Source: an optimization exercise on an open RTL-to-GDS flow (aim: small area). Production flows keep margins and buffers that such runs may drop. Only simulation tests tie the RTL to the original design; equivalence was not proved. No activity file was given, so power comes from the tool's default toggle rates.

harbor:
// sps30_link
module sps30_link (
    input  wire        clk,
    input  wire        rst,        
    input  wire        op_valid,
    input  wire [11:0] op,
    input  wire [7:0]  raddr,
    output reg  [7:0]  rdata
);
    localparam [2:0] FR_IDLE     = 3'd0,
                     FR_AWAIT    = 3'd1,
                     FR_READING  = 3'd2,
                     FR_COMPLETE = 3'd3,
                     FR_TIMEOUT  = 3'd4,
                     FR_PERR     = 3'd5;
    localparam [2:0] C_NONE      = 3'd0,
                     C_BAD_HDR   = 3'd1,
                     C_BAD_STUFF = 3'd2,
                     C_TOO_SHORT = 3'd3,
                     C_CHK       = 3'd4,
                     C_LEN       = 3'd5,
                     C_OVERFLOW  = 3'd6;
    localparam [2:0] WR_IDLE     = 3'd0,
                     WR_READING  = 3'd1,
                     WR_DONE     = 3'd2,
                     WR_ERR_CRC  = 3'd3,
                     WR_ERR_NONE = 3'd4,
                     WR_ERR_SHORT= 3'd5;
    function [7:0] crc8_mix(input [7:0] c);
        integer k;
        reg [7:0] c1;
        begin
            c1 = c;
            for (k = 0; k < 8; k = k + 1)
                c1 = c1[7] ? ({c1[6:0], 1'b0} ^ 8'h31) : {c1[6:0], 1'b0};
            crc8_mix = c1;
        end
    endfunction
    function is_reserved(input [7:0] b);
        is_reserved = (b == 8'h11) || (b == 8'h13) || (b == 8'h7D) || (b == 8'h7E);
    endfunction
    function is_replacement(input [7:0] b);
        is_replacement = (b == 8'h31) || (b == 8'h33) || (b == 8'h5D) || (b == 8'h5E);
    endfunction
    wire [3:0] opc = op[11:8];
  ...
==> flow/config.mk <==
export PLATFORM = sky130hd
export DESIGN_NAME = sps30_link
export DESIGN_NICKNAME = sps30_link
export VERILOG_FILES = /design/flow/design.v
export SDC_FILE = /design/flow/constraint.sdc
export NUM_CORES = 4
export LEC_CHECK = 0
export CAP_MARGIN = 20
export CORE_MARGIN = 2
export CORE_UTILIZATION = 40
export GPL_TIMING_DRIVEN = 0
export SLEW_MARGIN = 20
export SYNTH_HIERARCHICAL = 1
==> flow/constraint.sdc <==
create_clock -name core_clock -period 55.0 [get_ports {clk}]
set_input_delay 11.0000 -clock core_clock [delete_from_list [all_inputs] [get_ports {clk}]]
set_output_delay 11.0000 -clock core_clock [all_outputs]
set_load 0.01 [all_outputs]
standard.sh (not shown) runs the stock make flow with config.mk's settings and CLKGATE_MAP_FILE= SYNTH_SCRIPT=/design/flow/synth_recipe.tcl, a recipe that flattens the netlist after the stock synthesis.
==> flow/flow/run.sh <==
#!/bin/bash
# The standard ORFS layout (bash standard.sh), with these changes:
#  * synthesis maps logic with flow/abc_area_map.script (ORFS's speed-script
#    mapping passes with the delay target relaxed, then area-recovery
#    mapping rounds, and without abc's buffering and gate sizing) in place
#    of ORFS's abc_speed.script, and leaves adders to abc (no ADDER_MAP_FILE);
#  * clock tree synthesis uses clkbuf_16 clusters and no dummy loads.
# Registers, floorplan, power grid, tap cells, port buffers, placement and
# routing are the standard flow's. Each tool's output goes to a log file in
# this folder (and ORFS's own per-step logs under orfs/logs).
set -euo pipefail
work="$PWD"
rm -rf "$work/scripts_area"
cp -r "$FLOW_HOME/scripts" "$work/scripts_area"
cp "$work/flow/abc_area_map.script" "$work/scripts_area/abc_speed.script"
bash "$work/standard.sh" \
    "SCRIPTS_DIR=$work/scripts_area" \
    "ADDER_MAP_FILE=" \
    "BUFFER_PORTS_ARGS=-buffer_cell sky130_fd_sc_hd__buf_1" \
    "CTS_ARGS=-sink_clustering_enable -repair_clock_nets -sink_clustering_size 25 -sink_clustering_max_diameter 80 -buf_list sky130_fd_sc_hd__clkbuf_16 -dont_use_dummy_load" \
    finish > "$work/standard_flow.log" 2>&1
==> flow/flow/abc_area_map.script <==
strash
&get -n
&st
&dch
&nf -R 1000
&st
&syn2
&if -g -K 6
&synch2
&nf -R 1000
&st
&syn2
&if -g -K 6
&synch2
&nf -R 1000
&st
&syn2
&if -g -K 6
&synch2
&nf -R 1000
&st
&syn2
&if -g -K 6
&synch2
&nf -R 1000
&st
&syn2
&if -g -K 6
&synch2
&nf -R 1000
&put
&st
&dch -f
&nf -R 1000 -C 32 -F 8
&put
topo
[inputs] quartz vs harbor
==> flow/run.sh (new file) <==
#!/bin/bash
# synth_recipe.tcl (not shown) runs the flow's synth.tcl, then flattens the netlist and writes it again
# the make line also repeats each setting of config.mk as NAME=value (left out here)
make -C /OpenROAD-flow-scripts/flow DESIGN_CONFIG=/design/flow/config.mk WORK_HOME=/design/flow/orfs CLKGATE_MAP_FILE= SYNTH_SCRIPT=/design/flow/synth_recipe.tcl finish
-- flow/config.mk --
<<< harbor, line 10
export CORE_UTILIZATION = 40
export GPL_TIMING_DRIVEN = 0
>>> quartz, line 10
export CORE_UTILIZATION = 70
removed: flow/flow/run.sh
removed: flow/flow/abc_area_map.script
removed: flow/standard.sh
==> comparison <==
Comparing quartz and harbor, part of the total power dissipated in sequential elements is lower on quartz.
Relative to harbor, critical path depth has decreased by 3 in quartz.
Higher fraction of power consumed by combinational cells goes to harbor over quartz.
Side by side, first-iteration DRC count turned out higher in quartz than in harbor.
harbor → quartz: routed wire length grew by 7000 um; global router's overall resource usage grew by 23 points.
Summary of quartz over harbor: clock group share of total power increased 13 points, synthesized cell count +242.
For violet, these inputs were changed with respect to quartz:
==> flow/flow/run.sh (new file) <==
#!/bin/bash
# The standard ORFS layout (bash standard.sh), with these changes:
#  * synthesis maps logic with flow/abc_area_map.script (ORFS's speed-script
#    mapping passes with the delay target relaxed, then area-recovery
#    mapping rounds (two), and without abc's buffering and gate sizing) in place
#    of ORFS's abc_speed.script, and leaves adders to abc (no ADDER_MAP_FILE);
#  * clock tree synthesis uses clkbuf_16 clusters of up to 30 sinks and no
#    dummy loads;
#  * the buffer placed on each input and output port is buf_1.
# Registers, floorplan, power grid, tap cells, placement and
# routing are the standard flow's. Each tool's output goes to a log file in
# this folder (and ORFS's own per-step logs under orfs/logs).
set -euo pipefail
work="$PWD"
rm -rf "$work/scripts_area"
cp -r "$FLOW_HOME/scripts" "$work/scripts_area"
cp "$work/flow/abc_area_map.script" "$work/scripts_area/abc_speed.script"
bash "$work/standard.sh" \
    "SCRIPTS_DIR=$work/scripts_area" \
    "ADDER_MAP_FILE=" \
    "BUFFER_PORTS_ARGS=-buffer_cell sky130_fd_sc_hd__buf_1" \
    "CTS_ARGS=-sink_clustering_enable -repair_clock_nets -sink_clustering_size 30 -sink_clustering_max_diameter 80 -buf_list sky130_fd_sc_hd__clkbuf_16 -dont_use_dummy_load" \
    finish > "$work/standard_flow.log" 2>&1
==> flow/flow/abc_area_map.script (new file) <==
strash
&get -n
&st
&dch
&nf -R 1000
&st
&syn2
&if -g -K 6
&synch2
&nf -R 1000
&st
&syn2
&if -g -K 6
&synch2
&nf -R 1000
&st
&syn2
&if -g -K 6
&synch2
&nf -R 1000
&st
&syn2
&if -g -K 6
&synch2
&nf -R 1000
&st
&syn2
&if -g -K 6
&synch2
&nf -R 1000
&put
&st
&dch -f
&nf -R 1000 -C 32 -F 8
&st
&dch -f
&nf -R 1000 -C 32 -F 8
&st
&dch -f
&nf -R 1000 -C 32 -F 8
&put
topo
==> flow/standard.sh (new file) <==
#!/bin/bash
# synth_recipe.tcl (not shown) runs the flow's synth.tcl, then flattens the netlist and writes it again
# the make line also repeats each setting of config.mk as NAME=value (left out here)
make -C /OpenROAD-flow-scripts/flow DESIGN_CONFIG=/design/flow/config.mk WORK_HOME=/design/flow/orfs CLKGATE_MAP_FILE= SYNTH_SCRIPT=/design/flow/synth_recipe.tcl "${@:-finish}"
-- flow/config.mk --
<<< quartz, line 10
export CORE_UTILIZATION = 70
>>> violet, line 10
export CORE_UTILIZATION = 40
export PLACE_DENSITY = 0.85
removed: flow/run.sh
Results
Initial cell density of the core in violet vs quartz: down 30 points
On post-synthesis instance area, quartz loses to violet.
Cmp violet vs quartz: met2 demand-to-capacity share in global routing lower in violet
Looking at path length in cells of the critical path across violet and quartz, the one that comes out higher is violet.
When violet is measured against quartz, its clock edge transition at the registers on the reported setup and hold paths turns out 0.06 ns higher.
Combinational power share sits higher in violet than in quartz.
Against quartz, net count of the mapped netlist in violet fell by more than 10%.
Initial antenna violation count: higher on quartz
Modified inputs, raven compared to violet
-- flow/flow/run.sh --
<<< violet, line 5
#    mapping rounds (two), and without abc's buffering and gate sizing) in place
>>> raven, line 5
#    mapping rounds, and without abc's buffering and gate sizing) in place
<<< violet, line 7
#  * clock tree synthesis uses clkbuf_16 clusters of up to 30 sinks and no
#    dummy loads;
#  * the buffer placed on each input and output port is buf_1.
# Registers, floorplan, power grid, tap cells, placement and
>>> raven, line 7
#  * clock tree synthesis uses clkbuf_16 clusters and no dummy loads.
# Registers, floorplan, power grid, tap cells, port buffers, placement and
<<< violet, line 21
    "BUFFER_PORTS_ARGS=-buffer_cell sky130_fd_sc_hd__buf_1" \
>>> raven, line 19
-- flow/flow/abc_area_map.script --
<<< violet, line 35
&st
&dch -f
&nf -R 1000 -C 32 -F 8
&st
&dch -f
&nf -R 1000 -C 32 -F 8
>>> raven, line 35
-- flow/config.mk --
<<< violet, line 11
export PLACE_DENSITY = 0.85
>>> raven, line 11
Results
Every run in the comparison, violet and raven, completed the flow with a clean layout.
Worst hold slack is lower on raven
Looking only at final area, and setting everything else aside, the higher value of violet and raven goes to raven.
Delta (raven minus violet): total chip power has increased, mean number of vias per cell went down by 0.26, routed wire length moved down, largest fanout on the critical path went up by 40%, pre-CTS worst setup slack fell 0.83 ns.
raven vs violet — signal arrival time at the worst endpoint rose 0.66 ns.
raven against violet: highest cell delay on the worst timing path picked up an extra 0.06 ns, HPWL after detailed placement lost about 1.1%.

== run A ==
Starting RTL as in the previous note.
export LEC_CHECK = 0
export CAP_MARGIN = 5
export CORE_MARGIN = 2
export CORE_UTILIZATION = 40
export GPL_TIMING_DRIVEN = 0
export SLEW_MARGIN = 5
export SYNTH_HIERARCHICAL = 1
create_clock -name core_clock -period 55.0 [get_ports {clk}]
==> flow/flow/run.sh <==
#!/bin/bash
# The standard ORFS layout (bash standard.sh), with these changes:
#  * synthesis maps logic with flow/abc_area_map.script (ORFS's speed-script
#    mapping passes with the delay target relaxed, then area-recovery
#    mapping rounds, and without abc's buffering and gate sizing) in place
#    of ORFS's abc_speed.script, and leaves adders to abc (no ADDER_MAP_FILE);
#  * clock tree synthesis uses clkbuf_16 clusters and no dummy loads.
# Registers, floorplan, power grid, tap cells, port buffers, placement and
# routing are the standard flow's. Each tool's output goes to a log file in
# this folder (and ORFS's own per-step logs under orfs/logs).
set -euo pipefail
work="$PWD"
rm -rf "$work/scripts_area"
cp -r "$FLOW_HOME/scripts" "$work/scripts_area"
cp "$work/flow/abc_area_map.script" "$work/scripts_area/abc_speed.script"
bash "$work/standard.sh" \
    "SCRIPTS_DIR=$work/scripts_area" \
    "ADDER_MAP_FILE=" \
    "CTS_ARGS=-sink_clustering_enable -repair_clock_nets -sink_clustering_size 30 -sink_clustering_max_diameter 80 -buf_list sky130_fd_sc_hd__clkbuf_16 -dont_use_dummy_load" \
    finish > "$work/standard_flow.log" 2>&1
==> flow/flow/abc_area_map.script <==
strash
&get -n
&st
&dch
&nf -R 1000
&st
&syn2
&if -g -K 6
&synch2
&nf -R 1000
&st
&syn2
&if -g -K 6
&synch2
&nf -R 1000
&st
&syn2
&if -g -K 6
&synch2
&nf -R 1000
&st
&syn2
&if -g -K 6
&synch2
&nf -R 1000
&st
&syn2
&if -g -K 6
&synch2
&nf -R 1000
&put
&st
&dch -f
&nf -R 1000 -C 32 -F 8
&put
topo
Layout checks on run A: not met. Flow itself completed; violations: max-capacitance violations, max-slew violations.
### run A -> run B
Settings: SLEW_MARGIN: 5 -> 20; CAP_MARGIN: 5 -> 20; GPL_TIMING_DRIVEN: 0 -> unset; PLACE_DENSITY: unset -> 0.85.
-- flow/flow/run.sh --
<<< run A, line 17
    "SCRIPTS_DIR=$work/scripts_area" \
    "ADDER_MAP_FILE=" \
    "CTS_ARGS=-sink_clustering_enable -repair_clock_nets -sink_clustering_size 30 -sink_clustering_max_diameter 80 -buf_list sky130_fd_sc_hd__clkbuf_16 -dont_use_dummy_load" \
    finish > "$work/standard_flow.log" 2>&1
>>> run B, line 17
    "SCRIPTS_DIR=$work/scripts_area" \
    "ADDER_MAP_FILE=" \
    "BUFFER_PORTS_ARGS=-buffer_cell sky130_fd_sc_hd__buf_1" \
    "CTS_ARGS=-sink_clustering_enable -repair_clock_nets -sink_clustering_size 30 -sink_clustering_max_diameter 80 -buf_list sky130_fd_sc_hd__clkbuf_16 -dont_use_dummy_load" \
    finish > "$work/standard_flow.log" 2>&1
==> comparison <==
Run B ran to completion and came out clean on the timing, DRC and antenna checks. Achievable frequency: higher on run B. Comparing run A and run B, relative contribution of sequential cells to total power is lower on run A. Re met2 layer usage reported by global route: run A was higher than run B. Comparing instance count along the most critical hold path for run A and run B, the smaller number came from run B. Looking at final area across both flows, run B is the stronger of the two, with run A trailing. Per the comparison of run B with run A, layout overhead on the synthesized area now smaller, final critical-path setup slack now larger, routing usage on met1 now smaller. Run B vs. run A: clock period minus worst slack moved down, number of cells on the critical path moved up, sequential share of layout area moved up.
### run B -> run C
Settings: setting CTS_CLUSTER_DIAMETER to 80 for the first time; setting CTS_CLUSTER_SIZE to 25 for the first time; removing PLACE_DENSITY (formerly 0.85); setting CTS_BUF_LIST to sky130_fd_sc_hd__clkbuf_16 for the first time.
==> flow/run.sh (new file) <==
#!/bin/bash
# synth_recipe.tcl (not shown) runs the flow's synth.tcl, then flattens the netlist and writes it again
# the make line also repeats each setting of config.mk as NAME=value (left out here)
make -C /OpenROAD-flow-scripts/flow DESIGN_CONFIG=/design/flow/config.mk WORK_HOME=/design/flow/orfs CLKGATE_MAP_FILE= SYNTH_SCRIPT=/design/flow/synth_recipe.tcl finish
removed: flow/flow/run.sh
removed: flow/flow/abc_area_map.script
removed: flow/standard.sh
## What came out
Compared with run B, run C shows a lower least setup slack across all paths after layout.
Diff run C and run B: wire length higher in run C
Of run C and run B, the run reporting the higher clock transition at the registers of the reported paths was run C.
Relative to run B, fraction of area in clock buffers and inverters has gone up in run C.
Maximum number of buffers from clock root to sink: run C vs run B identical
Between run B and run C, clock distribution power increased.
Relative to run B, slew at the pin closest to its max-slew limit has gone down in run C.
Going from run B to run C, the clock-buffer cell count was found to have gone up by 8.
Sort run C and run B by proportion of cell area occupied by registers, ascending, and run C comes first.
Relative to run B, layout-stage area growth over the synthesis result decreased by 1.4 points in run C.
Re share of flip-flops with an asynchronous set or reset: no difference whatsoever between run B and run C.
What run D does differently from run C at the input level:
Settings: putting PLACE_DENSITY at 0.85 where nothing was set; clearing CTS_BUF_LIST, which used to be sky130_fd_sc_hd__clkbuf_16; clearing CTS_CLUSTER_SIZE, which used to be 25; clearing CTS_CLUSTER_DIAMETER, which used to be 80.
==> flow/flow/run.sh (new file) <==
#!/bin/bash
# The standard ORFS layout (bash standard.sh), with these changes:
#  * synthesis maps logic with flow/abc_area_map.script (ORFS's speed-script
#    mapping passes with the delay target relaxed, then area-recovery
#    mapping rounds, and without abc's buffering and gate sizing) in place
#    of ORFS's abc_speed.script, and leaves adders to abc (no ADDER_MAP_FILE);
#  * clock tree synthesis uses clkbuf_16 clusters of up to 30 sinks and no
#    dummy loads.
# Registers, floorplan, power grid, tap cells, port buffers, placement and
# routing are the standard flow's. Each tool's output goes to a log file in
# this folder (and ORFS's own per-step logs under orfs/logs).
set -euo pipefail
work="$PWD"
rm -rf "$work/scripts_area"
cp -r "$FLOW_HOME/scripts" "$work/scripts_area"
cp "$work/flow/abc_area_map.script" "$work/scripts_area/abc_speed.script"
bash "$work/standard.sh" \
    "SCRIPTS_DIR=$work/scripts_area" \
    "ADDER_MAP_FILE=" \
    "CTS_ARGS=-sink_clustering_enable -repair_clock_nets -sink_clustering_size 30 -sink_clustering_max_diameter 80 -buf_list sky130_fd_sc_hd__clkbuf_16 -dont_use_dummy_load" \
    finish > "$work/standard_flow.log" 2>&1
==> flow/flow/abc_area_map.script (new file) <==
strash
&get -n
&st
&dch
&nf -R 1000
&st
&syn2
&if -g -K 6
&synch2
&nf -R 1000
&st
&syn2
&if -g -K 6
&synch2
&nf -R 1000
&st
&syn2
&if -g -K 6
&synch2
&nf -R 1000
&st
&syn2
&if -g -K 6
&synch2
&nf -R 1000
&st
&syn2
&if -g -K 6
&synch2
&nf -R 1000
&put
&st
&dch -f
&nf -R 1000 -C 32 -F 8
&put
topo
==> flow/standard.sh (new file) <==
#!/bin/bash
# synth_recipe.tcl (not shown) runs the flow's synth.tcl, then flattens the netlist and writes it again
# the make line also repeats each setting of config.mk as NAME=value (left out here)
make -C /OpenROAD-flow-scripts/flow DESIGN_CONFIG=/design/flow/config.mk WORK_HOME=/design/flow/orfs CLKGATE_MAP_FILE= SYNTH_SCRIPT=/design/flow/synth_recipe.tcl "${@:-finish}"
removed: flow/run.sh
Results
Run D vs. run C: met1 capacity usage during global routing now smaller, register share of the cell area now larger, fmax now smaller, count of non-CTS inverters in the layout now smaller. The die used by run D is smaller than the one used by run C. A critical path startpoint of raddr[0] is what run C shows, while raddr[1] belongs to run D. NOTE first-pass GRT wire length run C->run D decreased by more than 10%. Higher critical path depth in cells was reported by run D, not run C. Looking only at count of clock-buffer cells in the layout, and setting everything else aside, the lower value of run C and run D goes to run D. Run D ended up with met5 as its highest routing layer actually used; run C ended up with met4. Run comparison: run D capturing instance or port of the critical path rdata[4]; run C capturing instance or port of the critical path rdata[6].

-- static timing again, ports no longer ideal --
In the flow no input, the clock included, has a driving cell. The finished layouts below were timed again as built, in two steps.
Step 1, drivers: a clkbuf_16 drives clk and a buf_2 each remaining input, both assumed.
Step 2 adds t to the input delays and takes it off the output delays; t is the mean of the earliest and latest rising clock arrival at the registers after step 1. Input paths then give back, and output paths get back, about the clock's delay inside the block.
a / b / c = no drivers / after step 1 / after step 2; a / b = the first two.
run	t, ns	setup slack, ns	clock arrival spread, ns	cell pins on the clock port's net
harbor	0.667	26.611 / 26.581 / 26.581	0.084 / 0.084	1
quartz	0.689	26.728 / 26.705 / 26.705	0.037 / 0.037	1
violet	0.650	27.138 / 27.111 / 27.111	0.096 / 0.096	1
raven	0.649	26.484 / 26.461 / 26.461	0.079 / 0.079	1
run A	0.647	25.911 / 25.887 / 25.887	0.084 / 0.083	1
run B	0.645	27.329 / 27.308 / 27.308	0.082 / 0.083	1
run C	0.669	27.137 / 27.115 / 27.115	0.052 / 0.052	1
run D	0.644	26.578 / 26.556 / 26.556	0.111 / 0.112	1
The setup slack of harbor, which loses most, moves by -0.030 ns with the drivers and by -0.030 ns with both steps.
